This is an optimization exercise on Yosys and OpenROAD, whose aim is small area, a short achievable clock period and few clock cycles, not a production implementation. Only simulation tests tie the RTL to the original design; equivalence was not proved. Power and IR drop assume default switching activity.

### design/flow/design.v
module bitsync_decoder (
    input  wire         clk,
    input  wire         rst,
    input  wire         ev_valid,
    input  wire         ev_resync,
    input  wire         ev_feed,
    input  wire         ev_bit,
    output wire         ev_ready,
    input  wire         forward_invalid,
    output wire         out_valid,
    output wire         out_record,
    output wire         out_crc_ok,
    output reg  [3:0]   out_kind,
    output wire [287:0] out_msg,
    output wire [15:0]  out_crc_calc,
    output wire [15:0]  out_crc_rx,
    output reg  [31:0]  cnt_attempt,
    output reg  [31:0]  cnt_pass,
    output reg  [31:0]  cnt_abandon
);
    reg         sync;
    reg  [4:0]  cnt5;       
    reg         par;        
    reg  [31:0] gb;         
    reg         fe;         
    reg  [3:0]  kf;         
    reg         sv;         
    reg  [1:0]  rsym;
    reg  [4:0]  ngrp;       
    reg  [2:0]  rel  [0:7];
    reg  [28:0] hist [0:7];   
    reg         e1, e2, e2_first, fin1, ov;
    reg  [4:0]  e1_idx;
    reg  [7:0]  b_r;
    reg  [255:0] msg;       
    reg  [15:0] crc;
    reg         ok_r, rec_r;
    integer s;
    reg         ab_r;
    assign ev_ready = ~ab_r;
    wire        acc      = ev_valid & ~ab_r;
    wire        hunt_eff = ev_resync | ~sync;
    wire        abandon  = acc & ev_resync & sync;
    wire        lk_feed  = acc & ev_feed & ~hunt_eff;
    wire        last_grp = (ngrp == 5'd17);
    wire        grp_done = lk_feed & (cnt5 == 5'd31);
    wire        abort    = abandon & ~(last_grp & (fe | sv));
    wire [3:0]  jst = ev_resync ? 4'd0 : cnt5[3:0];
    reg  [4:0]  kmp;
    always @* begin
        case (jst)
            4'd0:  kmp = ev_bit ? 5'd1  : 5'd0;
            4'd1:  kmp = ev_bit ? 5'd2  : 5'd0;
            4'd2:  kmp = ev_bit ? 5'd2  : 5'd3;
            4'd3:  kmp = ev_bit ? 5'd4  : 5'd0;
            4'd4:  kmp = ev_bit ? 5'd2  : 5'd5;
            4'd5:  kmp = ev_bit ? 5'd1  : 5'd6;
            4'd6:  kmp = ev_bit ? 5'd7  : 5'd0;
            4'd7:  kmp = ev_bit ? 5'd8  : 5'd0;
            4'd8:  kmp = ev_bit ? 5'd9  : 5'd3;
            4'd9:  kmp = ev_bit ? 5'd2  : 5'd10;
            4'd10: kmp = ev_bit ? 5'd4  : 5'd11;
            4'd11: kmp = ev_bit ? 5'd12 : 5'd0;
            4'd12: kmp = ev_bit ? 5'd2  : 5'd13;
            4'd13: kmp = ev_bit ? 5'd1  : 5'd14;
            4'd14: kmp = ev_bit ? 5'd1  : 5'd15;
            default: kmp = ev_bit ? 5'd16 : 5'd0;
        endcase
    end
    always @(posedge clk) begin
        if (rst) begin
            sync <= 1'b0;
            cnt5 <= 5'd0;
            par  <= 1'b0;
        end else if (acc) begin
            if (ev_feed & hunt_eff) begin
                sync <= (kmp == 5'd16);
                cnt5 <= (kmp == 5'd16) ? 5'd0 : kmp;
            end else if (ev_resync) begin
                sync <= 1'b0;
                cnt5 <= 5'd0;
            end else if (lk_feed) begin
                cnt5 <= cnt5 + 5'd1;
                if (cnt5 == 5'd31) begin
                    par <= ~par;
                    if (last_grp)
                        sync <= 1'b0;
                end
            end
        end
    end
    wire [3:0] wm  = cnt5[4:1];
    wire [3:0] wsl = par ? {~wm[1:0], ~wm[3:2]} : wm;
    always @(posedge clk)
        if (lk_feed)
            gb[{wsl, ~cnt5[0]}] <= ev_bit;
    wire [3:0] rsl = par ? {~kf[1:0], ~kf[3:2]} : kf;
    always @(posedge clk)
        rsym <= {gb[{rsl, 1'b1}], gb[{rsl, 1'b0}]};
    always @(posedge clk) begin
        if (rst) begin
            fe   <= 1'b0;
            sv   <= 1'b0;
            kf   <= 4'd0;
            ngrp <= 5'd0;
        end else begin
            sv <= fe & ~abort;
            if (abort) begin
                fe   <= 1'b0;
                ngrp <= 5'd0;
            end else begin
                if (grp_done) begin
                    fe <= 1'b1;
                    kf <= 4'd0;
                end else if (fe) begin
                    kf <= kf + 4'd1;
                    if (kf == 4'd15)
                        fe <= 1'b0;
                end
                if (sv && kf == 4'd0)
                    ngrp <= last_grp ? 5'd0 : ngrp + 5'd1;
            end
        end
    end
    wire        early = (ngrp == 5'd0) && (kf == 4'd1 || kf == 4'd2 || kf == 4'd3);
    function [2:0] sat7;
        input [2:0] r;
        input [1:0] d;
        reg   [3:0] t;
        begin
            t    = {1'b0, r} + {2'b00, d};
            sat7 = t[3] ? 3'd7 : t[2:0];
        end
    endfunction
    reg  [2:0]  ra, rb;
    reg  [2:0]  a0, a1, a2, b0, b1, b2;
    reg         c0, c1, c2;
    reg  [1:0]  e0;
    reg         x0, x2;
    reg  [7:0]  dec;
    reg  [2:0]  cand   [0:7];
    reg  [2:0]  rel_nx [0:7];
    reg  [28:0] hist_nx [0:7];
    reg         z_even, z_odd, delta;
    integer j;
    always @* begin
        for (j = 0; j < 4; j = j + 1) begin
            ra = rel[j];
            rb = rel[j + 4];
            a0 = ra;  a1 = sat7(ra, 2'd1);  a2 = sat7(ra, 2'd2);
            b0 = rb;  b1 = sat7(rb, 2'd1);  b2 = sat7(rb, 2'd2);
            c0 = ~early & ~(a0 <= b2);
            c1 = ~early & ~(a1 <= b1);
            c2 = ~early & ~(a2 <= b0);
            e0 = {j[1] ^ j[2], j[0] ^ j[1] ^ j[2]};
            x0 = (rsym == e0);
            x2 = (rsym == ~e0);
            dec[2*j]     = x0 ? c0 : x2 ? c2 : c1;
            dec[2*j + 1] = x0 ? c2 : x2 ? c0 : c1;
            cand[2*j]     = dec[2*j]     ? (x0 ? b2 : x2 ? b0 : b1) : (x0 ? a0 : x2 ? a2 : a1);
            cand[2*j + 1] = dec[2*j + 1] ? (x0 ? b0 : x2 ? b2 : b1) : (x0 ? a2 : x2 ? a0 : a1);
            hist_nx[2*j]     = dec[2*j]     ? {hist[j + 4][27:0], 1'b1} : {hist[j][27:0], 1'b0};
            hist_nx[2*j + 1] = dec[2*j + 1] ? {hist[j + 4][27:0], 1'b1} : {hist[j][27:0], 1'b0};
        end
        z_even = (rel[0] == 3'd0) | (rel[2] == 3'd0) | (rel[4] == 3'd0) | (rel[6] == 3'd0);
        z_odd  = (rel[1] == 3'd0) | (rel[3] == 3'd0) | (rel[5] == 3'd0) | (rel[7] == 3'd0);
        delta  = (rsym[1] ^ rsym[0]) ? ~z_odd : ~z_even;
        for (s = 0; s < 8; s = s + 1)
            rel_nx[s] = cand[s] - {2'b00, delta};
    end
    wire init_cost = sync & (ngrp == 5'd0) & ~fe & ~sv;
    always @(posedge clk) begin
        if (sv) begin
            for (s = 0; s < 8; s = s + 1) begin
                rel[s]  <= rel_nx[s];
                hist[s] <= hist_nx[s];
            end
        end else if (init_cost) begin
            for (s = 0; s < 8; s = s + 1)
                rel[s] <= (s == 0) ? 3'd0 : 3'd7;
        end
    end
    wire em15 = sv & (kf == 4'd0) & (ngrp != 5'd0) & ~last_grp;
    wire em7  = sv & (kf == 4'd8) & (ngrp >= 5'd2);
    wire [4:0] g2 = {ngrp[3:0], 1'b0};
    reg [2:0] amin;
    always @* begin
        amin = 3'd0;
        for (s = 7; s >= 0; s = s - 1)
            if (rel[s] == 3'd0)
                amin = s[2:0];
    end
    wire [2:0] sel = (e1_idx == 5'd31) ? 3'd0 : amin;
    reg [7:0] wsm;
    always @* begin
        case (e1_idx)
            5'd0:  wsm = 8'hff; 5'd1:  wsm = 8'he1; 5'd2:  wsm = 8'h1d; 5'd3:  wsm = 8'h9a;
            5'd4:  wsm = 8'hed; 5'd5:  wsm = 8'h85; 5'd6:  wsm = 8'h33; 5'd7:  wsm = 8'h24;
            5'd8:  wsm = 8'hea; 5'd9:  wsm = 8'h7a; 5'd10: wsm = 8'hd2; 5'd11: wsm = 8'h39;
            5'd12: wsm = 8'h70; 5'd13: wsm = 8'h97; 5'd14: wsm = 8'h57; 5'd15: wsm = 8'h0a;
            5'd16: wsm = 8'h54; 5'd17: wsm = 8'h7d; 5'd18: wsm = 8'h2d; 5'd19: wsm = 8'hd8;
            5'd20: wsm = 8'h6d; 5'd21: wsm = 8'h0d; 5'd22: wsm = 8'hba; 5'd23: wsm = 8'h8f;
            5'd24: wsm = 8'h67; 5'd25: wsm = 8'h59; 5'd26: wsm = 8'hc7; 5'd27: wsm = 8'ha2;
            5'd28: wsm = 8'hbf; 5'd29: wsm = 8'h34; 5'd30: wsm = 8'hca; default: wsm = 8'h18;
        endcase
    end
    reg [15:0] crc_in, crc_nx;
    integer ci;
    always @* begin
        crc_in = e2_first ? 16'hFFFF : crc;
        crc_nx = crc_in;
        for (ci = 7; ci >= 0; ci = ci - 1) begin
            if (crc_nx[15] ^ b_r[ci])
                crc_nx = {crc_nx[14:0], 1'b0} ^ 16'h8005;
            else
                crc_nx = {crc_nx[14:0], 1'b0};
        end
    end
    wire [31:0] tail = {hist[0], 3'b000} ^ 32'h305393df;
    wire [15:0] rx   = tail[31:16];
    wire        ok   = (crc == rx);
    always @(posedge clk) begin
        if (rst) begin
            e1   <= 1'b0;
            e2   <= 1'b0;
            fin1 <= 1'b0;
            ov   <= 1'b0;
        end else begin
            e1   <= em15 | em7;
            e2   <= e1;
            fin1 <= sv & (kf == 4'd0) & last_grp;
            ov   <= fin1;
        end
        e1_idx   <= em7 ? g2 - 5'd3 : g2 - 5'd2;
        b_r      <= hist[sel][28:21] ^ wsm;
        e2_first <= (e1_idx == 5'd0);
        if (e2) begin
            msg <= {msg[247:0], b_r};
            crc <= crc_nx;
        end
        if (fin1) begin
            out_kind <= kind;
            ok_r  <= ok;
            rec_r <= ok | forward_invalid;
        end
    end
    always @(posedge clk) begin
        if (rst)
            ab_r <= 1'b0;
        else
            ab_r <= abandon;
    end
    always @(posedge clk) begin
        if (rst) begin
            cnt_attempt <= 32'd0;
            cnt_pass    <= 32'd0;
            cnt_abandon <= 32'd0;
        end else begin
            if (fin1) begin
                cnt_attempt <= cnt_attempt + 32'd1;
                if (ok)
                    cnt_pass <= cnt_pass + 32'd1;
            end
            if (ab_r)
                cnt_abandon <= cnt_abandon + 32'd1;
        end
    end
    assign out_valid    = ov;
    assign out_crc_ok   = ok_r;
    assign out_record   = rec_r;
    assign out_crc_calc = crc;
    assign out_crc_rx   = rx;
    assign out_msg      = {msg, tail};
    reg [3:0] kind;
    always @* begin
        case (msg[223:216])
            8'h01, 8'h02, 8'h03: kind = 4'd1;    
            8'h04:               kind = 4'd2;    
            8'h05:               kind = 4'd3;    
            8'h06:               kind = 4'd4;    
            8'h07:               kind = 4'd5;    
            8'h08, 8'h12:        kind = 4'd6;    
            8'h09, 8'h15:        kind = 4'd7;    
            8'h0A:               kind = 4'd8;    
            8'h0B:               kind = 4'd9;    
            8'h10, 8'h11:        kind = 4'd10;   
            8'h13, 8'h14:        kind = 4'd11;   
            default:             kind = 4'd0;    
        endcase
    end
endmodule
### design/flow/run.sh
#!/bin/bash
# synth_recipe.tcl (not shown) runs the flow's synth.tcl, then flattens the netlist and writes it again
# the make line also repeats each setting of config.mk as NAME=value (left out here)
make -C /OpenROAD-flow-scripts/flow DESIGN_CONFIG=/design/flow/config.mk WORK_HOME=/design/flow/orfs CLKGATE_MAP_FILE= SYNTH_SCRIPT=/design/flow/synth_recipe.tcl finish
### design/flow/config.mk
export PLATFORM = sky130hd
export DESIGN_NAME = bitsync_decoder
export DESIGN_NICKNAME = bitsync_decoder
export VERILOG_FILES = /design/flow/design.v
export SDC_FILE = /design/flow/constraint.sdc
export NUM_CORES = 4
export LEC_CHECK = 0
export CAP_MARGIN = 20
export CORE_MARGIN = 2
export CORE_UTILIZATION = 40
export SLEW_MARGIN = 20
### design/flow/constraint.sdc
create_clock -name core_clock -period 17.0 [get_ports {clk}]
set_input_delay 3.4000 -clock core_clock [delete_from_list [all_inputs] [get_ports {clk}]]
set_output_delay 3.4000 -clock core_clock [all_outputs]
set_load 0.01 [all_outputs]
==> results_dict.tcl, run 1 <==
set metrics [dict create \
    synth_enable_flop_cells 566 \
    leakage_nw 13.7 \
    slowest_stage "edfxtp_1" \
    drv_slew 0 \
    critPathTopFamily "flip-flops" \
    vias_per_cell 5.35 \
    drtIter0Drc 1546 \
    hold_ws_ns 0.433 \
    final_area_um2 40400 \
    cts_tree "built" \
    io_pins 431 \
    die_y_um 291 \
    synth_top_family_by_area "simple AND/OR/NAND/NOR gates" \
    layout_commonest_cell "edfxtp_1" \
    die_x_um 291 \
    cts_buffers 78 \
    ir_drop_uv 77.2 \
    finalSetupViolCount 0 \
    status "finished clean" \
    nets 3111 \
    die_area_um2 84400 \
    clk_latency_ns 0.63 \
    tightest_slew_ns 1.12 \
    num_vias 22100 \
    hold_viol 0 \
    async_reset_ff_share_pct 0 \
    fin_skew_ns 0.0316 \
    hold_path.class "reg -> reg" \
    syn_area_um2 32800 \
    synth_seq_cells 709 \
    ys_warn_count 6 \
    grt.total_usage_pct 19.8 \
    routedWlPerCell_um 20.7 \
    synth-simple-area-share_pct 11.3 \
    max_stage_delay_ns 0.73 \
    synthCells 2618 \
    total_power_mw 3.56 \
    crit_fanout 6 \
    worstPathCellList "clkdlybuf4s50_1" \
    ys_seq_area_share_pct 60.5 \
    setup_tns_ns 0 \
    drc 0 \
    fin_crit_ns 5.42 \
    end_kind "output port" \
    cts_resized 0 \
    arrival_ns 2.02 \
    synthAdderAreaFrac_pct 3.81 \
    p_per_area_nw_per_um2 88.0 \
    grt_pass1_wl_um 132000 \
    clockBufferDepth 3 \
    clock-sinks 709 \
    max_cap_violations 0 \
    cp.buffers_inverters 1 \
    num_rows 105 \
    dp_hpwl_um 59700 \
    final_cells 4140 \
    rrSetupSlack_ns 12.81 \
    drive_above_1_share_pct 13.1 \
    design.core.area_um2 81700 \
    htreeDepth 3 \
    grt-ovfl-total 0 \
    area_delta_synth_final_pct 23.1 \
    yosysUniqueCellTypes 96 \
    antenna_found_initial 1 \
    cts.clk_slew.worst_paths_ns 0.06 \
    slew_headroom_pct 25.1 \
    final_cell_mix "edfxtp_1 (566), clkdlybuf4s50_1 (425), mux2_2 (202), nand2_1 (201), nor2_1 (200)" \
    initial_core_util_pct 40.2 \
    cts_root_buffer "clkbuf_16" \
    fmaxAchievable_mhz 184 \
    post_cts_buffers 0 \
    ant_nets 0 \
    dpl-instance-area_um2 38000 \
    cp.required_ns 13.60 \
    dp_cells 3992 \
    grt_start_max_net_pins 191 \
    synth_mux_area_share_pct 9.17 \
    numPortBuffers 427 \
    period_share_pct 31.9 \
    place.gp.congestion 0.850 \
    grt_pass1_vias 22000 \
    crit_path_start_kind "flip-flop" \
    rsz0062_at_grt "false" \
    synth_xor_area_share_pct 3.62 \
    drt_first_pass_iters 6 \
    ys.flop_type "edfxtp_1" \
    routed_wirelength_um 85700 \
    postCtsHoldBufs 0 \
    synth_compound_area_share_pct 8.12 \
    setup.worst_path.class "reg -> out" \
    synth_area_per_cell_um2 12.5 \
]
flip-flops by register name (all words and copies together), names as in the netlist, 5 cells and up:
name         count
gb              32
cnt_pass        32
b_r              8
e1_idx           5
crc             16
cnt_attempt     32
cnt_abandon     32
wsm              8
rel             24
cnt5             5
msg            256
ngrp             5
hist           232
logic make-up (layout without fill, tap and decap cells):
kind of cell | after synthesis | count (layout)
AOI/OAI and AO/OA | 427 | 427
xor gates and xnor gates | 135 | 135
adders and majority gates | 100 | 100
buffers and inverters | 238 | 687
DFF | 709 | 709
muxes | 263 | 263
other | 1 | 4
and+or+nand+nor | 745 | 745
layer usage:
| layer | up-vias | wire, µm | GRT usage [%] |
|---|---|---|---|
| li1 | 10400 | - | - |
| met1 | 10900 | 36200 | 25.5 |
| met2 | 684 | 42500 | 34.2 |
| met3 | 123 | 4760 | 3.21 |
| met4 | 0 | 2270 | 6.05 |
| met5 | - | 0 | 0 |
synthesized netlist by cell type, drive strengths merged, types with 15 or more instances:
cell type	n	share of area [%]
edfxtp	566	52
mux2	219	7.5
nand2	202	2.3
nor2	202	2.3
o21ai	154	2.4
dfxtp	143	8.7
a21oi	109	1.7
buf	103	1.9
ha	100	3.8
xnor2	91	2.4
inv	89	1.0
nand3	73	1.1
clkbuf	45	0.53
nand4	45	0.90
xor2	44	1.2
nor3	37	0.61
mux2i	36	1.1
nor2b	36	0.69
nand2b	33	0.65
and3	31	0.59
o211ai	24	0.56
a211oi	23	0.60
or3	23	0.45
a31oi	20	0.38
or2	17	0.32
nor4	16	0.59
o21a	15	0.34
per-stage QoR:
stage | utilization [%] | setup slack (ns)
floorplan | - | 8.89
global placement | 46.4 | 10.98
detailed placement | 46.5 | 10.91
CTS | 49.5 | 11.45
global route | 49.5 | 11.48
finish | 49.5 | 11.58
final cells by class:
cell class                 count  area, µm²
clock buffer                 104       2070
antenna                        1       2.50
clock inverter                41        383
multi-input combinational   1673      12000
tap                         1070       1340
timing repair buffer         452       4490
fill                        7044      41300
inverter                      90        338
sequential                   709      19900
where the power goes:
part           leakage, nW  internal (mW)  total [mW]  switching [mW]
clock                 1.17          0.916        1.63           0.713
sequential            6.32           1.85        1.86         0.00321
combinational         6.25         0.0291      0.0751          0.0460
total                 13.7           2.80        3.56           0.762
path summary, 6_finish.rpt:
| check | startpoint | endpoint | cells past startpoint |
|---|---|---|---|
| setup / recovery | hist[0][27]$_DFFE_PP_ | out_msg[30] | 1 |
| hold / removal | wsm[3]$_DFF_P_ | b_r[3]$_DFF_P_ | 1 |
| setup reg to reg | rel[2][1]$_SDFFCE_PN1P_ | rel[4][2]$_SDFFCE_PN1P_ | 16 |
| hold reg to reg | wsm[3]$_DFF_P_ | b_r[3]$_DFF_P_ | 1 |
Testbench counts, summed over its fixed seeds: cycles 39,040.
==> run 2: changes to the inputs <==
--- a/design/flow/design.v
+++ b/design/flow/design.v
@@ -36,35 +36,47 @@
     reg  [15:0] crc;
     reg         ok_r, rec_r;
     integer s;
-    reg         ab_r;
-    assign ev_ready = ~ab_r;
-    wire        acc      = ev_valid & ~ab_r;
-    wire        hunt_eff = ev_resync | ~sync;
-    wire        abandon  = acc & ev_resync & sync;
-    wire        lk_feed  = acc & ev_feed & ~hunt_eff;
+    reg         rdy, i_acc, i_rs, i_fd, i_bit;
+    assign ev_ready = rdy;
+    always @(posedge clk) begin
+        if (rst) begin
+            rdy   <= 1'b1;
+            i_acc <= 1'b0;
+        end else begin
+            rdy   <= ~(ev_valid & rdy & ev_resync);
+            i_acc <= ev_valid & rdy;
+        end
+        i_rs  <= ev_resync;
+        i_fd  <= ev_feed;
+        i_bit <= ev_bit;
+    end
+    wire        acc      = i_acc;
+    wire        hunt_eff = i_rs | ~sync;
+    wire        abandon  = acc & i_rs & sync;
+    wire        lk_feed  = acc & i_fd & ~hunt_eff;
     wire        last_grp = (ngrp == 5'd17);
     wire        grp_done = lk_feed & (cnt5 == 5'd31);
     wire        abort    = abandon & ~(last_grp & (fe | sv));
-    wire [3:0]  jst = ev_resync ? 4'd0 : cnt5[3:0];
+    wire [3:0]  jst = i_rs ? 4'd0 : cnt5[3:0];
     reg  [4:0]  kmp;
     always @* begin
         case (jst)
-            4'd0:  kmp = ev_bit ? 5'd1  : 5'd0;
-            4'd1:  kmp = ev_bit ? 5'd2  : 5'd0;
-            4'd2:  kmp = ev_bit ? 5'd2  : 5'd3;
-            4'd3:  kmp = ev_bit ? 5'd4  : 5'd0;
-            4'd4:  kmp = ev_bit ? 5'd2  : 5'd5;
-            4'd5:  kmp = ev_bit ? 5'd1  : 5'd6;
-            4'd6:  kmp = ev_bit ? 5'd7  : 5'd0;
-            4'd7:  kmp = ev_bit ? 5'd8  : 5'd0;
-            4'd8:  kmp = ev_bit ? 5'd9  : 5'd3;
-            4'd9:  kmp = ev_bit ? 5'd2  : 5'd10;
-            4'd10: kmp = ev_bit ? 5'd4  : 5'd11;
-            4'd11: kmp = ev_bit ? 5'd12 : 5'd0;
-            4'd12: kmp = ev_bit ? 5'd2  : 5'd13;
-            4'd13: kmp = ev_bit ? 5'd1  : 5'd14;
-            4'd14: kmp = ev_bit ? 5'd1  : 5'd15;
-            default: kmp = ev_bit ? 5'd16 : 5'd0;
+            4'd0:  kmp = i_bit ? 5'd1  : 5'd0;
+            4'd1:  kmp = i_bit ? 5'd2  : 5'd0;
+            4'd2:  kmp = i_bit ? 5'd2  : 5'd3;
+            4'd3:  kmp = i_bit ? 5'd4  : 5'd0;
+            4'd4:  kmp = i_bit ? 5'd2  : 5'd5;
+            4'd5:  kmp = i_bit ? 5'd1  : 5'd6;
+            4'd6:  kmp = i_bit ? 5'd7  : 5'd0;
+            4'd7:  kmp = i_bit ? 5'd8  : 5'd0;
+            4'd8:  kmp = i_bit ? 5'd9  : 5'd3;
+            4'd9:  kmp = i_bit ? 5'd2  : 5'd10;
+            4'd10: kmp = i_bit ? 5'd4  : 5'd11;
+            4'd11: kmp = i_bit ? 5'd12 : 5'd0;
+            4'd12: kmp = i_bit ? 5'd2  : 5'd13;
+            4'd13: kmp = i_bit ? 5'd1  : 5'd14;
+            4'd14: kmp = i_bit ? 5'd1  : 5'd15;
+            default: kmp = i_bit ? 5'd16 : 5'd0;
         endcase
     end
     always @(posedge clk) begin
@@ -73,10 +85,10 @@
             cnt5 <= 5'd0;
             par  <= 1'b0;
         end else if (acc) begin
-            if (ev_feed & hunt_eff) begin
+            if (i_fd & hunt_eff) begin
                 sync <= (kmp == 5'd16);
                 cnt5 <= (kmp == 5'd16) ? 5'd0 : kmp;
-            end else if (ev_resync) begin
+            end else if (i_rs) begin
                 sync <= 1'b0;
                 cnt5 <= 5'd0;
             end else if (lk_feed) begin
@@ -93,7 +105,7 @@
     wire [3:0] wsl = par ? {~wm[1:0], ~wm[3:2]} : wm;
     always @(posedge clk)
         if (lk_feed)
-            gb[{wsl, ~cnt5[0]}] <= ev_bit;
+            gb[{wsl, ~cnt5[0]}] <= i_bit;
     wire [3:0] rsl = par ? {~kf[1:0], ~kf[3:2]} : kf;
     always @(posedge clk)
         rsym <= {gb[{rsl, 1'b1}], gb[{rsl, 1'b0}]};
@@ -245,12 +257,6 @@
         end
     end
     always @(posedge clk) begin
-        if (rst)
-            ab_r <= 1'b0;
-        else
-            ab_r <= abandon;
-    end
-    always @(posedge clk) begin
         if (rst) begin
             cnt_attempt <= 32'd0;
             cnt_pass    <= 32'd0;
@@ -261,7 +267,7 @@
                 if (ok)
                     cnt_pass <= cnt_pass + 32'd1;
             end
-            if (ab_r)
+            if (abandon)
                 cnt_abandon <= cnt_abandon + 32'd1;
         end
     end
==> design/flow/flow/run.sh (new file) <==
#!/bin/bash
# Standard ORFS layout; only the port buffers are plain sky130 buffers
# (sky130_fd_sc_hd__buf_2) instead of the delay buffer buffer_ports picks.
set -euo pipefail
export BUFFER_PORTS_ARGS="-buffer_cell sky130_fd_sc_hd__buf_2"
bash standard.sh > standard_flow.log 2>&1
==> design/flow/standard.sh (new file) <==
#!/bin/bash
# synth_recipe.tcl (not shown) runs the flow's synth.tcl, then flattens the netlist and writes it again
# the make line also repeats each setting of config.mk as NAME=value (left out here)
make -C /OpenROAD-flow-scripts/flow DESIGN_CONFIG=/design/flow/config.mk WORK_HOME=/design/flow/orfs CLKGATE_MAP_FILE= SYNTH_SCRIPT=/design/flow/synth_recipe.tcl "${@:-finish}"
removed: design/flow/run.sh
==> run 2 against run 1 <==
Net effect: still clean on timing, DRC and antenna; final cell count is 1.8% lower; power is 1.0% higher; sequential share of layout area is 3.4 points higher; worst setup slack better by 0.47 ns; clock power is 3% higher; sequential power hardly changed; critical path depth stayed put; critical path type unchanged; largest cell class unchanged.
==> results_dict.tcl, run 2 <==
set metrics [dict create \
    cts_tree "built" \
    die_area_um2 83100 \
    ys_seq_area_share_pct 61.7 \
    num_rows 104 \
    seq_area_um2 19900 \
    numPortBuffers 427 \
    ir_drop_uv 73.2 \
    slowest_stage "edfxtp_1" \
    nets 3051 \
    cts_buffers 79 \
    setup.worst_path.class "reg -> out" \
    vias_per_cell 5.27 \
    largest_register_ffs 256 \
    whs_endpoint "b_r[2]$_DFF_P_" \
    initial_core_util_pct 40.2 \
    antenna_cells_inserted 0 \
    synthTopCellsByCount "edfxtp_1 (566), mux2_2 (222), nand2_1 (203)" \
    synth.largest_area_cell "edfxtp_1" \
    slew_headroom_pct 25.6 \
    synth_most_common_cell "edfxtp_1" \
    cts.clk_slew.worst_paths_ns 0.06 \
    clockBufferDepth 3 \
    nFillCells 7123 \
    r2r-end "wsm[5]$_DFF_P_" \
    die_x_um 288 \
    antenna_found_initial 0 \
    largestRegisters "msg x256, hist x232" \
    crit_fanout 6 \
    post_cts_buffers 0 \
    area_delta_synth_final_pct 17.5 \
    async_reset_ff_share_pct 0 \
    period_share_pct 29.1 \
    ant_nets 0 \
    drtIter0Drc 1625 \
    hold_path.class "reg -> reg" \
    synth_area_per_cell_um2 12.7 \
    hold_path.startpoint "wsm[2]$_DFF_P_" \
    synth_top_area_share_pct 52.6 \
    arrival_ns 1.55 \
    max_cap_violations 0 \
    multi_input_area_um2 11400 \
    syn_area_um2 32300 \
    grt_pass1_wl_um 121000 \
    drv_slew 0 \
    rrSetupSlack_ns 12.89 \
    fmaxAchievable_mhz 202 \
    routed_wirelength_um 80500 \
    final_cell_mix "edfxtp_1 (566), buf_2 (426), mux2_2 (222), nand2_1 (203), nor2_1 (192)" \
    yosysUniqueCellTypes 84 \
    hold_viol 0 \
    leakage_nw 14.0 \
    max_stage_delay_ns 0.69 \
    reg2regPathDepth 11 \
    routedWlPerCell_um 19.8 \
    cp.buffers_inverters 1 \
    design.core.area_um2 80300 \
    synthTopCellsByArea "edfxtp_1 (53%), dfxtp_1 (9.1%), mux2_2 (7.7%)" \
    dp_hpwl_um 56000 \
    final_cells 4065 \
    critPathTopFamily "flip-flops" \
    grt.total_usage_pct 18.5 \
    setup_tns_ns 0 \
    crit_path_start_kind "flip-flop" \
    dp_cells 3923 \
    hold_depth 1 \
    layout_commonest_cell "edfxtp_1" \
    worstPathCellList "buf_2" \
    clk_latency_ns 0.63 \
    postCtsHoldBufs 0 \
    place.gp.congestion 0.853 \
    die_y_um 288 \
    fin_crit_ns 4.95 \
    synth_enable_flop_cells 566 \
    end_kind "output port" \
    tightest_slew_ns 1.12 \
    grt_pass1_vias 20800 \
    p_per_area_nw_per_um2 94.7 \
    grt-ovfl-total 0 \
    cp.required_ns 13.60 \
    fin_skew_ns 0.0294 \
    grt_start_max_net_pins 189 \
    drt_first_pass_iters 8 \
    drc 0 \
    ys_warn_count 6 \
    synthCells 2549 \
    clock-sinks 713 \
    rsz0062_at_grt "false" \
    ys.flop_type "edfxtp_1" \
    finalSetupViolCount 0 \
    cts_resized 0 \
    htreeDepth 3 \
    cts_root_buffer "clkbuf_16" \
    regToRegStartpoint "ngrp[0]$_SDFFE_PP0P_" \
    num_vias 21400 \
    drive_above_1_share_pct 27.7 \
    status "finished clean" \
    synth_seq_cells 713 \
    io_pins 431 \
    regMostFlops "msg" \
]
-- run 2: cells by family (layout without fill, tap and decap cells) --
logic type / Yosys count / count (layout) / synth area share, %
xor+xnor: 139 / 139 / 3.83
buf+inv: 235 / 689 / 3.21
mux: 268 / 268 / 9.47
flops: 713 / 713 / 61.7
fa+ha+maj: 100 / 100 / 3.87
compound gates: 413 / 413 / 7.87
other cells: 1 / 3 / 0.0116
simple gates: 680 / 680 / 10.0
-- run 2: area by class of cell --
class	count	area share (%)
clock buffer	111	5.81
clock inverter	31	0.936
inverter	95	0.939
multi-input combinational	1603	30.1
sequential	713	52.5
tap	1060	3.49
timing repair buffer	452	6.16
-- run 2: stage by stage --
stage / hold WS [ns] / cell area [µm²] / utilization [%] / setup slack [ns] / power (mW)
floorplan: 0.409 / 32300 / - / 8.93 / 1.94
global route: 0.445 / 38000 / 47.3 / 11.96 / 3.71
finish: 0.433 / 38000 / 47.3 / 12.05 / 3.60
CTS: 0.430 / 38000 / 47.3 / 11.93 / 3.64
detailed placement: 0.426 / 35400 / 44.1 / 12.06 / 1.95
global placement: 0.420 / 35400 / 44.1 / 12.10 / 1.95
-- run 2: worst reg2reg max path: stages (launching register included) --
cell,delay (ns)
dfxtp_1,0.81
inv_1,0.38
ha_1,0.30
nor2b_1,0.15
o31ai_4,0.67
ha_1,0.49
inv_1,0.16
nand3_1,0.09
o211ai_1,0.13
o311ai_0,0.23
a2111oi_0,0.49
a21oi_1,0.10
-- run 2: report_power, final --
part,total (mW),internal [mW],switching (mW),leakage (nW)
sequential,1.86,1.86,0.00357,6.24
combinational,0.0500,0.0187,0.0313,6.51
clock,1.68,0.976,0.706,1.25
-- run 2: routing by layer --
| metal | vias up | wire, µm | track usage, % |
|---|---|---|---|
| met5 | - | 0 | 0 |
| met2 | 654 | 40100 | 32.2 |
| met1 | 10500 | 33900 | 23.7 |
| li1 | 10100 | - | - |
| met4 | 0 | 1940 | 5.54 |
| met3 | 127 | 4540 | 3.15 |
-- run 2: worst max path at each step --
stage / start / to / slack (ns) / depth (start not counted)
after detailed placement: rst / ngrp[2]$_SDFFE_PP0P_ / 12.06 / 4
final: hist[0][24]$_DFFE_PP_ / out_crc_rx[11] / 12.05 / 1
after CTS: hist[0][24]$_DFFE_PP_ / out_crc_rx[11] / 11.93 / 1
after global placement: rst / ngrp[2]$_SDFFE_PP0P_ / 12.10 / 4
after floorplan: sv$_SDFF_PP0_ / wsm[5]$_DFF_P_ / 8.93 / 11
after global routing: hist[0][24]$_DFFE_PP_ / out_crc_rx[11] / 11.96 / 1
Testbench counts of run 2, summed over its fixed seeds: cycles 39,048.
==> run 3: changes to the inputs <==
==> design/flow/flow/run.sh (replaced) <==
#!/bin/bash
# Standard ORFS layout; only the port buffers are plain sky130 buffers
# (sky130_fd_sc_hd__buf_1) instead of the delay buffer buffer_ports picks.
set -euo pipefail
export BUFFER_PORTS_ARGS="-buffer_cell sky130_fd_sc_hd__buf_1"
bash standard.sh > standard_flow.log 2>&1
==> run 3 against run 2 <==
Net effect: power grew 1.6%; worst hold slack is essentially flat; first-iteration DRC count shrank 10%; clock power up 4%; via count grew 0.56%; sequential power hardly changed; non-clock buffer count did not move; clock skew up 0.0073 ns; utilization is 0.54 points lower; cell area fell by 1.2%; register-to-register slack worse by 0.15 ns; clock-buffer cell count down 10.
==> results_dict.tcl, run 3 <==
set metrics [dict create \
    syn_area_um2 32300 \
    fin_crit_ns 4.92 \
    setup_tns_ns 0 \
    rrSetupSlack_ns 12.74 \
    cts.clk_slew.worst_paths_ns 0.06 \
    synth_xor_area_share_pct 3.83 \
    synth_enable_flop_cells 566 \
    grt-ovfl-total 0 \
    nets 3051 \
    final_cell_mix "edfxtp_1 (566), buf_1 (426), mux2_2 (222), nand2_1 (203), nor2_1 (192)" \
    die_x_um 288 \
    num_rows 104 \
    total_power_mw 3.65 \
    ant_nets 0 \
    largestRegisters "msg x256, hist x232" \
    r2r-end "wsm[7]$_DFF_P_" \
    post_cts_buffers 0 \
    leakage_nw 12.7 \
    switching_share_pct 20.4 \
    yosysUniqueCellTypes 84 \
    ys_seq_area_share_pct 61.7 \
    cts_tree "built" \
    ir_drop_uv 81.9 \
    grt.total_usage_pct 18.4 \
    area_delta_synth_final_pct 16.1 \
    hold_path.class "reg -> reg" \
    synth-simple-area-share_pct 10.0 \
    cts_resized 0 \
    synth_top_area_share_pct 52.6 \
    arrival_ns 1.52 \
    synthTopCellsByCount "edfxtp_1 (566), mux2_2 (222), nand2_1 (203)" \
    place_ws_ns 12.15 \
    ys.flop_type "edfxtp_1" \
    clockBufferDepth 3 \
    largest_register_ffs 256 \
    nFillCells 7250 \
    clkPwrFrac_pct 47.6 \
    synth_most_common_cell "edfxtp_1" \
    async_reset_ff_share_pct 0 \
    crit_fanout 6 \
    htreeDepth 3 \
    end_kind "output port" \
    grt_start_max_net_pins 111 \
    synth_seq_cells 713 \
    path_depth 1 \
    fin_skew_ns 0.0367 \
    numPortBuffers 427 \
    postCtsHoldBufs 0 \
    finalSetupViolCount 0 \
    io_pins 431 \
    synth.largest_area_cell "edfxtp_1" \
    regToRegStartpoint "ngrp[0]$_SDFFE_PP0P_" \
    hold_viol 0 \
    synth_compound_area_share_pct 7.87 \
    drtIter0Drc 1455 \
    antenna_found_initial 0 \
    num_vias 21600 \
    period_share_pct 29.0 \
    drt_first_pass_iters 7 \
    tightest_slew_ns 1.10 \
    p_per_area_nw_per_um2 97.4 \
    vias_per_cell 5.30 \
    max_stage_delay_ns 0.70 \
    place.gp.congestion 0.871 \
    max_cap_violations 0 \
    clk_latency_ns 0.62 \
    synthTopCellsByArea "edfxtp_1 (53%), dfxtp_1 (9.1%), mux2_2 (7.7%)" \
    drv_slew 0 \
    die_area_um2 83100 \
    fmaxAchievable_mhz 203 \
    worstPathCellList "buf_1" \
    ys_warn_count 6 \
    crit_path_start_kind "flip-flop" \
    reg2regPathDepth 10 \
    critPathTopFamily "flip-flops" \
    cts_buffers 79 \
    drc 0 \
    synth_area_per_cell_um2 12.7 \
    drive_above_1_share_pct 13.6 \
    clock-sinks 713 \
    crit_path_start "hist[0][24]$_DFFE_PP_" \
    power.internal_mw 2.91 \
    grt_pass1_vias 20900 \
    power_frac_seq_pct 51.0 \
    routed_wirelength_um 79900 \
    design.core.area_um2 80300 \
    fin_ws_ns 12.08 \
    pwr-share-comb_pct 1.4 \
    status "finished clean" \
    initial_core_util_pct 40.2 \
    cp-endpoint "out_msg[27]" \
    synthAdderAreaFrac_pct 3.87 \
    die_y_um 288 \
    synthCells 2549 \
    synth_top_family_by_area "simple AND/OR/NAND/NOR gates" \
    rsz0062_at_grt "false" \
    routedWlPerCell_um 19.6 \
    slowest_stage "edfxtp_1" \
    slew_headroom_pct 25.9 \
    synth_mux_area_share_pct 9.47 \
    layout_commonest_cell "edfxtp_1" \
    cp.required_ns 13.60 \
    regMostFlops "msg" \
    cts_root_buffer "clkbuf_16" \
    grt_pass1_wl_um 120000 \
    setup.worst_path.class "reg -> out" \
    dp_hpwl_um 55800 \
    p_sw_mw 0.744 \
    cp.buffers_inverters 1 \
]
==> run 3: worst min path at each step <==
stage / to / from / cells past startpoint
global placement: e2$_SDFF_PP0_ / e1$_SDFF_PP0_ / 1
CTS: b_r[2]$_DFF_P_ / wsm[2]$_DFF_P_ / 1
floorplan: b_r[0]$_DFF_P_ / wsm[0]$_DFF_P_ / 1
detailed placement: b_r[7]$_DFF_P_ / wsm[7]$_DFF_P_ / 1
finish: b_r[7]$_DFF_P_ / wsm[7]$_DFF_P_ / 1
global route: msg[104]$_DFFE_PP_ / msg[96]$_DFFE_PP_ / 0
==> run 3: power groups by stage <==
| stage | sequential [mW] | clock (mW) | combinational, mW |
|---|---|---|---|
| after floorplan | 1.90 | 0 | 0.0394 |
| after global placement | 1.90 | 0 | 0.0487 |
| after detailed placement | 1.90 | 0 | 0.0496 |
| after CTS | 1.86 | 1.78 | 0.0499 |
| after global routing | 1.86 | 1.85 | 0.0554 |
| final | 1.86 | 1.74 | 0.0500 |
==> run 3: through the flow <==
step / util, % / hold slack, ns / cell area (µm²) / instances
6_report: 46.7 / 0.433 / 37500 / 4069
5_1_grt: 46.7 / 0.447 / 37500 / 4068
4_1_cts: 46.7 / 0.437 / 37500 / 4068
3_5_place_dp: 43.4 / 0.422 / 34900 / 3923
3_3_place_gp: 43.4 / 0.418 / 34900 / 3923
2_1_floorplan: - / 0.409 / 32300 / 2551
==> run 3: kinds of logic after synthesis <==
family | after synthesis
compound gates | 413
simple gates | 680
other cells | 1
xor+xnor | 139
mux | 268
fa+ha+maj | 100
buf+inv | 235
flops | 713
==> run 3: metal layers <==
layer	global-route usage, %	vias up	routed length (µm)
li1	-	10100	-
met2	31.7	728	39200
met5	0	-	0
met3	3.12	147	4770
met4	6.61	0	2440
met1	23.3	10600	33500
==> run 3: cell type report <==
cell class | instances | area (µm²) | share of cell area [%]
antenna | 1 | 2.50 | 0.00667
clock buffer | 101 | 2080 | 5.55
clock inverter | 44 | 582 | 1.55
inverter | 95 | 357 | 0.950
multi-input combinational | 1603 | 11400 | 30.5
sequential | 713 | 19900 | 53.2
tap | 1060 | 1330 | 3.53
timing repair buffer | 452 | 1800 | 4.79
==> run 4: changes to the inputs <==
--- a/design/flow/design.v
+++ b/design/flow/design.v
@@ -152,7 +152,6 @@
     reg  [7:0]  dec;
     reg  [2:0]  cand   [0:7];
     reg  [2:0]  rel_nx [0:7];
-    reg  [28:0] hist_nx [0:7];
     reg         z_even, z_odd, delta;
     integer j;
     always @* begin
@@ -171,8 +170,6 @@
             dec[2*j + 1] = x0 ? c2 : x2 ? c0 : c1;
             cand[2*j]     = dec[2*j]     ? (x0 ? b2 : x2 ? b0 : b1) : (x0 ? a0 : x2 ? a2 : a1);
             cand[2*j + 1] = dec[2*j + 1] ? (x0 ? b0 : x2 ? b2 : b1) : (x0 ? a2 : x2 ? a0 : a1);
-            hist_nx[2*j]     = dec[2*j]     ? {hist[j + 4][27:0], 1'b1} : {hist[j][27:0], 1'b0};
-            hist_nx[2*j + 1] = dec[2*j + 1] ? {hist[j + 4][27:0], 1'b1} : {hist[j][27:0], 1'b0};
         end
         z_even = (rel[0] == 3'd0) | (rel[2] == 3'd0) | (rel[4] == 3'd0) | (rel[6] == 3'd0);
         z_odd  = (rel[1] == 3'd0) | (rel[3] == 3'd0) | (rel[5] == 3'd0) | (rel[7] == 3'd0);
@@ -181,12 +178,20 @@
             rel_nx[s] = cand[s] - {2'b00, delta};
     end
     wire init_cost = sync & (ngrp == 5'd0) & ~fe & ~sv;
+    reg [28:0] hist_d [0:7];
+    always @* begin
+        for (s = 0; s < 8; s = s + 1)
+            hist_d[s] = ({29{sv & ~dec[s]}} & {hist[s >> 1][27:0], 1'b0})
+                      | ({29{sv &  dec[s]}} & {hist[(s >> 1) + 4][27:0], 1'b1})
+                      | ({29{~sv}} & hist[s]);
+    end
+    always @(posedge clk)
+        for (s = 0; s < 8; s = s + 1)
+            hist[s] <= hist_d[s];
     always @(posedge clk) begin
         if (sv) begin
-            for (s = 0; s < 8; s = s + 1) begin
+            for (s = 0; s < 8; s = s + 1)
                 rel[s]  <= rel_nx[s];
-                hist[s] <= hist_nx[s];
-            end
         end else if (init_cost) begin
             for (s = 0; s < 8; s = s + 1)
                 rel[s] <= (s == 0) ? 3'd0 : 3'd7;
--- a/design/flow/config.mk
+++ b/design/flow/config.mk
@@ -7,5 +7,6 @@
 export LEC_CHECK = 0
 export CAP_MARGIN = 20
 export CORE_MARGIN = 2
-export CORE_UTILIZATION = 40
+export CORE_UTILIZATION = 60
+export PLACE_DENSITY = 0.7
 export SLEW_MARGIN = 20
==> run 4 against run 3 <==
Net effect: still clean; register-to-register slack gained 0.07 ns; synthesized cell count grew 20%; fmax shrank 1.3%; worst setup slack lost 0.065 ns; clock power shrank 5%; worst hold slack lost 0.0050 ns; clock skew shrank 0.014 ns; utilization grew 22 points; final cell count grew 2.1%; sequential power grew 6%; largest power group unchanged.
==> results_dict.tcl, run 4 <==
set metrics [dict create \
    hold_ws_ns 0.428 \
    rrSetupSlack_ns 12.81 \
    whs_endpoint "msg[42]$_DFFE_PP_" \
    grt_start_max_net_pins 280 \
    slew_headroom_pct 28.0 \
    total_power_mw 3.90 \
    initial_core_util_pct 60.6 \
    synth_top_area_share_pct 31.6 \
    place.gp.congestion 0.872 \
    die_y_um 234 \
    synthCells 3061 \
    num_rows 84 \
    final_cell_mix "nor2_1 (481), buf_1 (426), dfxtp_1 (377), a21oi_1 (363), edfxtp_1 (334)" \
    area_delta_synth_final_pct 13.9 \
    routed_wirelength_um 82000 \
    ys.flop_type "dfxtp_1" \
    num_vias 24000 \
    arrival_ns 1.59 \
    finalSetupViolCount 0 \
    postCtsHoldBufs 0 \
    regToRegStartpoint "ngrp[0]$_SDFFE_PP0P_" \
    io_pins 431 \
    ys_warn_count 6 \
    routedWlPerCell_um 19.8 \
    die_area_um2 54800 \
    syn_area_um2 31800 \
    clk_latency_ns 0.62 \
    synthTopCellsByCount "nor2_1 (482), dfxtp_1 (379), a21oi_1 (363)" \
    r2r-end "wsm[4]$_DFF_P_" \
    hold_path.class "reg -> reg" \
    drive_above_1_share_pct 5.83 \
    worstPathCellList "inv_1 > buf_1" \
    hold_path.startpoint "msg[34]$_DFFE_PP_" \
    htreeDepth 3 \
    grt_pass1_wl_um 124000 \
    tightest_slew_ns 1.08 \
    largest_register_ffs 256 \
    synthTopCellsByArea "edfxtp_1 (32%), dfxtp_1 (24%), mux2i_1 (7.1%)" \
    drt_first_pass_iters 5 \
    cts_root_buffer "clkbuf_16" \
    grt_pass1_vias 22100 \
    reg2regPathDepth 11 \
    hold_depth 0 \
    clock-sinks 713 \
    ir_drop_uv 82.3 \
    design.core.area_um2 52400 \
    ys_seq_area_share_pct 55.5 \
    p_per_area_nw_per_um2 108 \
    nets 3511 \
    die_x_um 234 \
    drv_slew 0 \
    ant_nets 0 \
    crit_path_start_kind "flip-flop" \
    synth_area_per_cell_um2 10.4 \
    grt-ovfl-total 0 \
    antenna_cells_inserted 0 \
    synth.largest_area_cell "edfxtp_1" \
    synth_most_common_cell "nor2_1" \
    async_reset_ff_share_pct 0 \
    cts.clk_slew.worst_paths_ns 0.07 \
    cp.required_ns 13.60 \
    fmaxAchievable_mhz 200 \
    end_kind "output port" \
    slowest_stage "buf_1" \
    leakage_nw 13.6 \
    cts_tree "built" \
    setup_tns_ns 0 \
    numPortBuffers 427 \
    vias_per_cell 5.77 \
    max_stage_delay_ns 0.43 \
    synth_seq_cells 713 \
    post_cts_buffers 0 \
    dp_hpwl_um 56800 \
    setup.worst_path.class "reg -> out" \
    fin_util_pct 69.0 \
    hold_viol 0 \
    yosysUniqueCellTypes 73 \
    synth_enable_flop_cells 334 \
    period_share_pct 29.3 \
    antenna_found_initial 0 \
    fin_crit_ns 4.99 \
    drtIter0Drc 1879 \
    drc 0 \
    clockBufferDepth 3 \
    grt.total_usage_pct 28.7 \
    regMostFlops "msg" \
    crit_fanout 5 \
    rsz0062_at_grt "false" \
    status "finished clean" \
    fin_skew_ns 0.0222 \
    layout_commonest_cell "nor2_1" \
    max_cap_violations 0 \
    cts_buffers 74 \
    cts_resized 0 \
    largestRegisters "msg x256, hist x232" \
]
## run 4: per-stage QoR
step / instances / cell area (µm²) / setup WS, ns
floorplan: 3063 / 31800 / 10.10
global placement: 4016 / 33700 / 12.20
detailed placement: 4016 / 33700 / 12.14
CTS: 4153 / 36200 / 11.98
global route: 4153 / 36200 / 11.97
finish: 4153 / 36200 / 12.01
## run 4: cells by family after synthesis
| group | after synthesis | share of synthesized area [%] |
|---|---|---|
| xor+xnor | 153 | 4.22 |
| flops | 713 | 55.5 |
| mux | 249 | 8.23 |
| simple gates | 930 | 12.8 |
| buf+inv | 277 | 3.91 |
| compound gates | 638 | 11.5 |
| other cells | 1 | 0.0118 |
| fa+ha+maj | 100 | 3.94 |
## run 4: final cells by class
type | instances | area, µm²
multi-input combinational | 2073 | 13000
clock buffer | 105 | 2110
inverter | 89 | 334
clock inverter | 32 | 398
fill | 3941 | 16300
timing repair buffer | 453 | 1820
tap | 688 | 861
sequential | 713 | 17600
## run 4: how the worst max path moves through the flow
| stage | slack, ns | cells past startpoint | end | start |
|---|---|---|---|---|
| finish | 12.01 | 2 | out_msg[28] | hist[0][25]$_DFF_P_ |
| global placement | 12.20 | 4 | ngrp[2]$_SDFFE_PP0P_ | rst |
| floorplan | 10.10 | 0 | crc[0]$_SDFFCE_PN0P_ | e2$_SDFF_PP0_ |
| CTS | 11.98 | 2 | out_msg[28] | hist[0][25]$_DFF_P_ |
| detailed placement | 12.14 | 4 | ngrp[2]$_SDFFE_PP0P_ | rst |
| global route | 11.97 | 2 | out_msg[28] | hist[0][25]$_DFF_P_ |
## run 4: power by group
group	total, mW	internal [mW]	leakage, nW	switching (mW)
clock	1.66	0.968	1.22	0.690
sequential	1.98	1.88	6.11	0.0961
combinational	0.257	0.113	6.30	0.144
total	3.90	2.97	13.6	0.930
## run 4: layer usage
metal / wire length (µm) / vias to the layer above / track usage (%)
li1: - / 11500 / -
met1: 34300 / 11500 / 37.9
met2: 39600 / 828 / 47.5
met3: 5870 / 138 / 5.89
met4: 2270 / 0 / 8.98
met5: 0 / - / 0
## run 4: critical path: cells and delay by family, from the launching register on
family	cells	cell delay, ns
flops	1	0.33
buf+inv	2	0.63
Testbench counts of run 4, summed over its fixed seeds: cycles 39,048.
==> run 5: changes to the inputs <==
--- a/design/flow/config.mk
+++ b/design/flow/config.mk
@@ -8,5 +8,6 @@
 export CAP_MARGIN = 20
 export CORE_MARGIN = 2
 export CORE_UTILIZATION = 60
+export CTS_BUF_LIST = sky130_fd_sc_hd__clkbuf_8
 export PLACE_DENSITY = 0.7
 export SLEW_MARGIN = 20
==> run 5 against run 4 <==
Net effect: still clean; utilization decreased by 0.47 points; first-iteration DRC count up 7.8%; non-clock buffer count stayed put; global-route usage down 0.22 points; combinational power hardly changed; register-to-register slack got worse by 0.09 ns; synthesized area stayed put; routed wire length is 0.83% lower; fmax is 1.7% lower.
==> results_dict.tcl, run 5 <==
set metrics [dict create \
    drt_first_pass_iters 5 \
    crit_path_start_kind "flip-flop" \
    postCtsHoldBufs 0 \
    cts.clk_slew.worst_paths_ns 0.06 \
    synthTopCellsByCount "nor2_1 (482), dfxtp_1 (379), a21oi_1 (363)" \
    ys_warn_count 6 \
    clk_latency_ns 0.72 \
    yosysUniqueCellTypes 73 \
    routed_wirelength_um 81400 \
    hold_path.class "reg -> reg" \
    synthCells 3061 \
    final_area_um2 35900 \
    die_y_um 234 \
    layout_commonest_cell "nor2_1" \
    routedWlPerCell_um 19.3 \
    regMostFlops "msg" \
    cts_tree "built" \
    fin_ws_ns 11.92 \
    rsz0062_at_grt "false" \
    fmaxAchievable_mhz 197 \
    initial_core_util_pct 60.6 \
    synth_top_area_share_pct 31.6 \
    synth_area_per_cell_um2 10.4 \
    place_ws_ns 12.14 \
    grt_start_max_net_pins 280 \
    clockBufferDepth 3 \
    ys.flop_type "dfxtp_1" \
    dp_hpwl_um 56800 \
    setup_tns_ns 0 \
    drtIter0Drc 2025 \
    finalSetupViolCount 0 \
    arrival_ns 1.68 \
    setup.worst_path.class "reg -> out" \
    async_reset_ff_share_pct 0 \
    tightest_slew_ns 1.16 \
    synth.largest_area_cell "edfxtp_1" \
    fin_util_pct 68.5 \
    cp.buffers_inverters 2 \
    leakage_nw 13.7 \
    clock-sinks 713 \
    p_per_area_nw_per_um2 103 \
    fin_crit_ns 5.08 \
    status "finished clean" \
    antenna_found_initial 1 \
    end_kind "output port" \
    ant_nets 0 \
    cts_root_buffer "clkbuf_8" \
    synth_seq_cells 713 \
    drv_slew 0 \
    grt-ovfl-total 0 \
    vias_per_cell 5.69 \
    io_pins 431 \
    synthTopCellsByArea "edfxtp_1 (32%), dfxtp_1 (24%), mux2i_1 (7.1%)" \
    place.gp.congestion 0.872 \
    crit_fanout 5 \
    final_cell_mix "nor2_1 (481), buf_1 (426), dfxtp_1 (377), a21oi_1 (363), edfxtp_1 (334)" \
    num_rows 84 \
    period_share_pct 29.9 \
    worstPathCellList "inv_1 > buf_1" \
    hold_viol 0 \
    critPathTopFamily "buffers and inverters" \
    cp.required_ns 13.60 \
    ys_seq_area_share_pct 55.5 \
    post_cts_buffers 0 \
    synth_most_common_cell "nor2_1" \
    grt_pass1_wl_um 123000 \
    design.core.area_um2 52400 \
    grt.total_usage_pct 28.5 \
    total_power_mw 3.68 \
    num_vias 24000 \
    area_delta_synth_final_pct 13.1 \
    slew_headroom_pct 22.6 \
    die_x_um 234 \
    drive_above_1_share_pct 6.96 \
    syn_area_um2 31800 \
    largest_register_ffs 256 \
    fin_skew_ns 0.0310 \
    numPortBuffers 427 \
    ir_drop_uv 98.6 \
    cts_resized 0 \
    drc 0 \
    die_area_um2 54800 \
    synth_enable_flop_cells 334 \
    grt_pass1_vias 22200 \
    dpl-instance-area_um2 33700 \
    largestRegisters "msg x256, hist x232" \
    slowest_stage "buf_1" \
    cts_buffers 111 \
    max_stage_delay_ns 0.43 \
    htreeDepth 3 \
    nets 3548 \
    max_cap_violations 0 \
]
run 5: cell counts after synthesis:
Identical to the previous run, type by type.
run 5: routing by layer:
| metal | GRT usage [%] | part of all wire, % |
|---|---|---|
| met1 | 37.9 | 42 |
| met2 | 46.6 | 48 |
| met3 | 5.78 | 7.4 |
| met4 | 9.36 | 2.9 |
| met5 | 0 | 0 |
run 5: cell families (layout without fill, tap and decap cells):
group / count (synthesis) / count (layout) / share of synthesized area (%)
AOI/OAI and AO/OA: 638 / 638 / 11.5
muxes: 249 / 249 / 8.23
xor gates and xnor gates: 153 / 153 / 4.22
buffers and inverters: 277 / 751 / 3.91
DFF: 713 / 713 / 55.5
adders and majority gates: 100 / 100 / 3.94
and+or+nand+nor: 930 / 930 / 12.8
other: 1 / 4 / 0.0118
run 5: layout make-up:
cell class | instances | area (µm²)
Sequential cell | 713 | 17600
Tap cell | 688 | 861
Antenna cell | 1 | 2.50
Fill cell | 4024 | 16500
Multi-Input combinational cell | 2073 | 13000
Clock inverter | 79 | 473
Clock buffer | 130 | 1790
Inverter | 89 | 334
Timing Repair Buffer | 453 | 1820
run 5: worst reg2reg max path, cell delays in order, from the launching register on:
cell,delay [ns]
dfxtp_1,0.77
inv_1,0.36
ha_1,0.30
nand2b_1,0.07
a31o_2,0.35
nor2_1,0.12
nor2_1,0.62
clkinv_1,0.68
xnor2_1,0.31
a221oi_1,0.37
nor2_1,0.08
a21oi_1,0.17
run 5: stage by stage:
stage                     hold WS, ns  cells
after floorplan                 0.390   3063
after global placement          0.419   4016
after detailed placement        0.425   4016
after CTS                       0.437   4225
after global routing            0.447   4226
final                           0.431   4226
run 5: worst paths after layout:
check                       startpoint              to  slack, ns  cells past startpoint
setup reg to reg  ngrp[0]$_SDFFE_PP0P_  wsm[4]$_DFF_P_      12.72                     11
hold / removal          wsm[0]$_DFF_P_  b_r[0]$_DFF_P_       0.43                      1
hold reg to reg         wsm[0]$_DFF_P_  b_r[0]$_DFF_P_       0.43                      1
setup / recovery   hist[0][25]$_DFF_P_     out_msg[28]      11.92                      2
run 5: where the power goes:
part | internal [mW] | switching [mW]
clock | 0.762 | 0.686
sequential | 1.89 | 0.0956
combinational | 0.113 | 0.143
==> run 6: changes to the inputs <==
--- a/design/flow/design.v
+++ b/design/flow/design.v
@@ -234,6 +234,7 @@
         end
     end
     wire [31:0] tail = {hist[0], 3'b000} ^ 32'h305393df;
+    reg  [31:3] tail_r;     
     wire [15:0] rx   = tail[31:16];
     wire        ok   = (crc == rx);
     always @(posedge clk) begin
@@ -256,6 +257,7 @@
             crc <= crc_nx;
         end
         if (fin1) begin
+            tail_r   <= tail[31:3];
             out_kind <= kind;
             ok_r  <= ok;
             rec_r <= ok | forward_invalid;
@@ -280,8 +282,8 @@
     assign out_crc_ok   = ok_r;
     assign out_record   = rec_r;
     assign out_crc_calc = crc;
-    assign out_crc_rx   = rx;
-    assign out_msg      = {msg, tail};
+    assign out_crc_rx   = tail_r[31:16];
+    assign out_msg      = {msg, tail_r, tail[2:0]};
     reg [3:0] kind;
     always @* begin
         case (msg[223:216])
--- a/design/flow/config.mk
+++ b/design/flow/config.mk
@@ -8,6 +8,6 @@
 export CAP_MARGIN = 20
 export CORE_MARGIN = 2
 export CORE_UTILIZATION = 60
-export CTS_BUF_LIST = sky130_fd_sc_hd__clkbuf_8
+export CTS_CLUSTER_SIZE = 30
 export PLACE_DENSITY = 0.7
 export SLEW_MARGIN = 20
==> run 6 against run 5 <==
Net effect: cell area is 4.4% higher; worst setup slack better by 0.26 ns; worst hold slack got worse by 0.029 ns; global-route usage increased by 0.24 points; synthesized area is 3.8% higher.
==> results_dict.tcl, run 6 <==
set metrics [dict create \
    crit_fanout 4 \
    clk_latency_ns 0.62 \
    fin_util_pct 69.3 \
    htreeDepth 3 \
    cts_buffers 77 \
    synth_top_area_share_pct 33.1 \
    dp_hpwl_um 59100 \
    die_y_um 238 \
    ys_seq_area_share_pct 56.1 \
    regMostFlops "msg" \
    setup_tns_ns 0 \
    tightest_slew_ns 1.11 \
    nFillCells 4141 \
    synth.largest_area_cell "edfxtp_1" \
    routedWlPerCell_um 19.9 \
    synth_enable_flop_cells 363 \
    cts_tree "built" \
    slowest_stage "edfxtp_1" \
    hold_ws_ns 0.402 \
    hold_viol 0 \
    grt_start_max_net_pins 126 \
    die_area_um2 56900 \
    regToRegStartpoint "rel[6][0]$_SDFFCE_PN1P_" \
    numPortBuffers 427 \
    crit_path_start_kind "flip-flop" \
    ys.flop_type "dfxtp_1" \
    crit_path_start "crc[10]$_SDFFCE_PP1P_" \
    fmaxAchievable_mhz 208 \
    synth_seq_cells 742 \
    final_cell_mix "buf_1 (426), nor2_1 (419), dfxtp_1 (376), edfxtp_1 (363), a21oi_1 (339)" \
    drt_first_pass_iters 7 \
    ant_nets 0 \
    antenna_found_initial 0 \
    largestRegisters "msg x256, hist x232" \
    synthCells 3072 \
    cp.required_ns 13.60 \
    area_delta_synth_final_pct 13.7 \
    io_pins 431 \
    synth_most_common_cell "nor2_1" \
    drtIter0Drc 1848 \
    cp-endpoint "out_crc_calc[10]" \
    clockBufferDepth 3 \
    finalSetupViolCount 0 \
    routed_wirelength_um 83500 \
    grt-ovfl-total 0 \
    num_rows 85 \
    r2r-end "rel[5][2]$_SDFFCE_PN1P_" \
    drive_above_1_share_pct 6.60 \
    place_ws_ns 11.94 \
    dpl-instance-area_um2 35000 \
    grt_pass1_vias 22800 \
    num_vias 24400 \
    fin_skew_ns 0.0289 \
    initial_core_util_pct 60.9 \
    multi_input_area_um2 13500 \
    fin_crit_ns 4.81 \
    worstPathCellList "buf_1" \
    antenna_cells_inserted 0 \
    critPathTopFamily "flip-flops" \
    ir_drop_uv 75.7 \
    nets 3546 \
    ys_warn_count 6 \
    grt.total_usage_pct 28.7 \
    drv_slew 0 \
    fin_ws_ns 12.19 \
    syn_area_um2 33000 \
    rrSetupSlack_ns 12.76 \
    cts.clk_slew.worst_paths_ns 0.06 \
    post_cts_buffers 0 \
    postCtsHoldBufs 0 \
    synth_area_per_cell_um2 10.7 \
    synthTopCellsByArea "edfxtp_1 (33%), dfxtp_1 (23%), mux2i_1 (7.8%)" \
    arrival_ns 1.41 \
    cts_resized 0 \
    rsz0062_at_grt "false" \
    largest_register_ffs 256 \
    place.gp.congestion 0.903 \
    design.core.area_um2 54100 \
    leakage_nw 14.1 \
    drc 0 \
    hold_path.class "reg -> reg" \
    seq_area_um2 18500 \
    yosysUniqueCellTypes 77 \
    path_depth 1 \
    end_kind "output port" \
    synthTopCellsByCount "nor2_1 (420), dfxtp_1 (379), edfxtp_1 (363)" \
    grt_pass1_wl_um 128000 \
    clock-sinks 742 \
    period_share_pct 28.3 \
    slew_headroom_pct 26.2 \
    final_area_um2 37500 \
    p_per_area_nw_per_um2 105 \
    max_cap_violations 0 \
    cp.buffers_inverters 1 \
    layout_commonest_cell "buf_1" \
    vias_per_cell 5.81 \
    setup.worst_path.class "reg -> out" \
    status "finished clean" \
    max_stage_delay_ns 0.49 \
    cts_root_buffer "clkbuf_16" \
    async_reset_ff_share_pct 0 \
    reg2regPathDepth 14 \
    die_x_um 238 \
]
==> run 6: worst min-delay path by stage <==
stage / startpoint / endpoint / cells past startpoint
final: e1_idx[1]$_DFF_P_ / e2_first$_DFF_P_ / 1
after global routing: e1_idx[1]$_DFF_P_ / e2_first$_DFF_P_ / 1
after CTS: e1_idx[1]$_DFF_P_ / e2_first$_DFF_P_ / 1
after detailed placement: e1_idx[1]$_DFF_P_ / e2_first$_DFF_P_ / 1
after global placement: e1_idx[1]$_DFF_P_ / e2_first$_DFF_P_ / 1
after floorplan: e1_idx[1]$_DFF_P_ / e2_first$_DFF_P_ / 1
==> run 6: power by group <==
part           leakage (nW)  internal [mW]  total [mW]  switching, mW
Combinational          6.48          0.109       0.229          0.121
Sequential             6.37           1.97        2.06         0.0983
Clock                  1.21          0.952        1.65          0.702
==> run 6: layout make-up <==
cell class | count | area share, %
Tap cell | 696 | 2.32
Clock buffer | 99 | 5.47
Multi-Input combinational cell | 2075 | 36.0
Clock inverter | 43 | 1.14
Sequential cell | 742 | 49.3
Timing Repair Buffer | 457 | 4.90
Inverter | 86 | 0.861
==> run 6: cells by family (layout without fill, tap and decap cells) <==
logic type | count (synthesis) | count (layout) | synth area share [%]
buffers and inverters | 257 | 685 | 3.35
other | 1 | 3 | 0.0114
DFF | 742 | 742 | 56.1
xor gates and xnor gates | 134 | 134 | 3.56
AOI/OAI and AO/OA | 628 | 628 | 11.2
adders and majority gates | 100 | 100 | 3.79
muxes | 293 | 293 | 9.34
and+or+nand+nor | 917 | 917 | 12.7
==> run 6: routing by layer <==
| metal | global-route usage [%] | wire length [µm] |
|---|---|---|
| met2 | 48.7 | 40800 |
| met1 | 37.6 | 35800 |
| met5 | 0 | 0 |
| met4 | 10.4 | 2800 |
| met3 | 4.15 | 4090 |
==> run 6: per-stage QoR <==
stage	std cells	total power, mW
floorplan	3074	2.26
global placement	4055	2.32
detailed placement	4055	2.33
CTS	4197	3.98
global route	4198	4.09
finish	4198	3.95
Testbench counts of run 6, summed over its fixed seeds: cycles 39,048.
==> run 7: changes to the inputs <==
--- a/design/flow/config.mk
+++ b/design/flow/config.mk
@@ -8,6 +8,5 @@
 export CAP_MARGIN = 20
 export CORE_MARGIN = 2
 export CORE_UTILIZATION = 60
-export CTS_CLUSTER_SIZE = 30
 export PLACE_DENSITY = 0.7
 export SLEW_MARGIN = 20
==> run 7 against run 6 <==
Net effect: first-iteration DRC count stayed put; via count stayed put; clock skew stayed put; clock power hardly changed; critical path type unchanged; largest cell class unchanged.
==> results_dict.tcl, run 7 <==
set metrics [dict create \
    status "finished clean" \
    grt.total_usage_pct 28.7 \
    slew_headroom_pct 26.2 \
    largest_register_ffs 256 \
    synthTopCellsByArea "edfxtp_1 (33%), dfxtp_1 (23%), mux2i_1 (7.8%)" \
    drive_above_1_share_pct 6.60 \
    hold_path.class "reg -> reg" \
    antenna_found_initial 0 \
    cp.required_ns 13.60 \
    clockBufferDepth 3 \
    grt_start_max_net_pins 126 \
    final_cells 4198 \
    dp_hpwl_um 59100 \
    htreeDepth 3 \
    ys.flop_type "dfxtp_1" \
    dp_cells 4055 \
    finalSetupViolCount 0 \
    syn_area_um2 33000 \
    synth_most_common_cell "nor2_1" \
    cts_buffers 77 \
    cts.clk_slew.worst_paths_ns 0.06 \
    grt_pass1_vias 22800 \
    crit_path_start_kind "flip-flop" \
    rsz0062_at_grt "false" \
    grt-ovfl-total 0 \
    grtUsageMet1_pct 37.6 \
    postCtsHoldBufs 0 \
    dpl-instance-area_um2 35000 \
    total_power_mw 3.95 \
    grt_pass1_wl_um 128000 \
    clk_latency_ns 0.62 \
    use_met3_pct 4.15 \
    ys_seq_area_share_pct 56.1 \
    fmaxAchievable_mhz 208 \
    ant_nets 0 \
    num_vias 24400 \
    tightest_slew_ns 1.11 \
    worstPathCellList "buf_1" \
    synth_top_area_share_pct 33.1 \
    end_kind "output port" \
    nFillCells 4141 \
    slowest_stage "edfxtp_1" \
    p_per_area_nw_per_um2 105 \
    num_rows 85 \
    largestRegisters "msg x256, hist x232" \
    io_pins 431 \
    die_x_um 238 \
    drt_first_pass_iters 7 \
    fin_crit_ns 4.81 \
    cts_tree "built" \
    max_stage_delay_ns 0.49 \
    hold_viol 0 \
    clock-sinks 742 \
    regMostFlops "msg" \
    crit_fanout 4 \
    place.gp.congestion 0.903 \
    synth_seq_cells 742 \
    fin_util_pct 69.3 \
    setup_tns_ns 0 \
    ir_drop_uv 75.7 \
    die_area_um2 56900 \
    drc 0 \
    vias_per_cell 5.81 \
    cts_root_buffer "clkbuf_16" \
    leakage_nw 14.1 \
    period_share_pct 28.3 \
    ys_warn_count 6 \
    initial_core_util_pct 60.9 \
    routed_wirelength_um 83500 \
    cts_resized 0 \
    final_cell_mix "buf_1 (426), nor2_1 (419), dfxtp_1 (376), edfxtp_1 (363), a21oi_1 (339)" \
    async_reset_ff_share_pct 0 \
    max_cap_violations 0 \
    arrival_ns 1.41 \
    drv_slew 0 \
    synth_area_per_cell_um2 10.7 \
    synthTopCellsByCount "nor2_1 (420), dfxtp_1 (379), edfxtp_1 (363)" \
    synth.largest_area_cell "edfxtp_1" \
    synthCells 3072 \
    fin_skew_ns 0.0289 \
    antenna_cells_inserted 0 \
    seq_area_um2 18500 \
    yosysUniqueCellTypes 77 \
    post_cts_buffers 0 \
    cp.buffers_inverters 1 \
    layout_commonest_cell "buf_1" \
    critPathTopFamily "flip-flops" \
    final_area_um2 37500 \
    nets 3546 \
    numPortBuffers 427 \
    synth_enable_flop_cells 363 \
    setup.worst_path.class "reg -> out" \
    drtIter0Drc 1848 \
    routedWlPerCell_um 19.9 \
    area_delta_synth_final_pct 13.7 \
    use_met2_pct 48.7 \
    multi_input_area_um2 13500 \
    die_y_um 238 \
    busiest_layer "met2" \
    design.core.area_um2 54100 \
]
run 7: cell counts in the layout (fill, tap and decap cells not counted):
Identical to the previous run, type by type.
run 7: layout make-up:
cell class                      instances  area share (%)
Tap cell                              696            2.32
Clock inverter                         43            1.14
Inverter                               86           0.861
Clock buffer                           99            5.47
Timing Repair Buffer                  457            4.90
Multi-Input combinational cell       2075            36.0
Sequential cell                       742            49.3
run 7: cell families (layout without fill, tap and decap cells):
group,after synthesis,count (layout),share of synthesized area [%]
AND/OR/NAND/NOR,917,917,12.7
flip-flops,742,742,56.1
AO/OA/AOI/OAI,628,628,11.2
multiplexers,293,293,9.34
buffers and inverters,257,685,3.35
XOR/XNOR,134,134,3.56
adder cells (fa/ha/maj),100,100,3.79
other,1,3,0.0114
run 7: per-stage QoR:
stage | setup WS [ns] | hold WS [ns]
after floorplan | 10.10 | 0.382
after global placement | 11.98 | 0.399
after detailed placement | 11.94 | 0.399
after CTS | 12.15 | 0.406
after global routing | 12.13 | 0.437
final | 12.19 | 0.402
run 7: final timing paths:
| check | endpoint | cells past startpoint | startpoint | slack, ns |
|---|---|---|---|---|
| worst max-delay path | out_crc_calc[10] | 1 | crc[10]$_SDFFCE_PP1P_ | 12.19 |
| worst min-delay path | e2_first$_DFF_P_ | 1 | e1_idx[1]$_DFF_P_ | 0.40 |
| worst max register to register | rel[5][2]$_SDFFCE_PN1P_ | 14 | rel[6][0]$_SDFFCE_PN1P_ | 12.76 |
| worst min register to register | e2_first$_DFF_P_ | 1 | e1_idx[1]$_DFF_P_ | 0.40 |
run 7: where the power goes:
group,internal (mW),switching (mW),leakage [nW],total (mW)
Clock,0.952,0.702,1.21,1.65
Combinational,0.109,0.121,6.48,0.229
Sequential,1.97,0.0983,6.37,2.06
run 7: layer usage:
metal  wire [µm]  part of all wire (%)  vias to the layer above
met1       35800                    43                    11800
met4        2800                   3.4                        0
met2       40800                    49                      721
met5           0                     0                        -
met3        4090                   4.9                      149
li1            -                     -                    11800

Check on run 7: ideal ports give 12.187 ns setup slack; a clkbuf_16 on the clock port and buf_2 on the inputs give 12.124 ns; moving port delays by the midpoint clock arrival (0.673 ns) as well gives 11.903 ns.
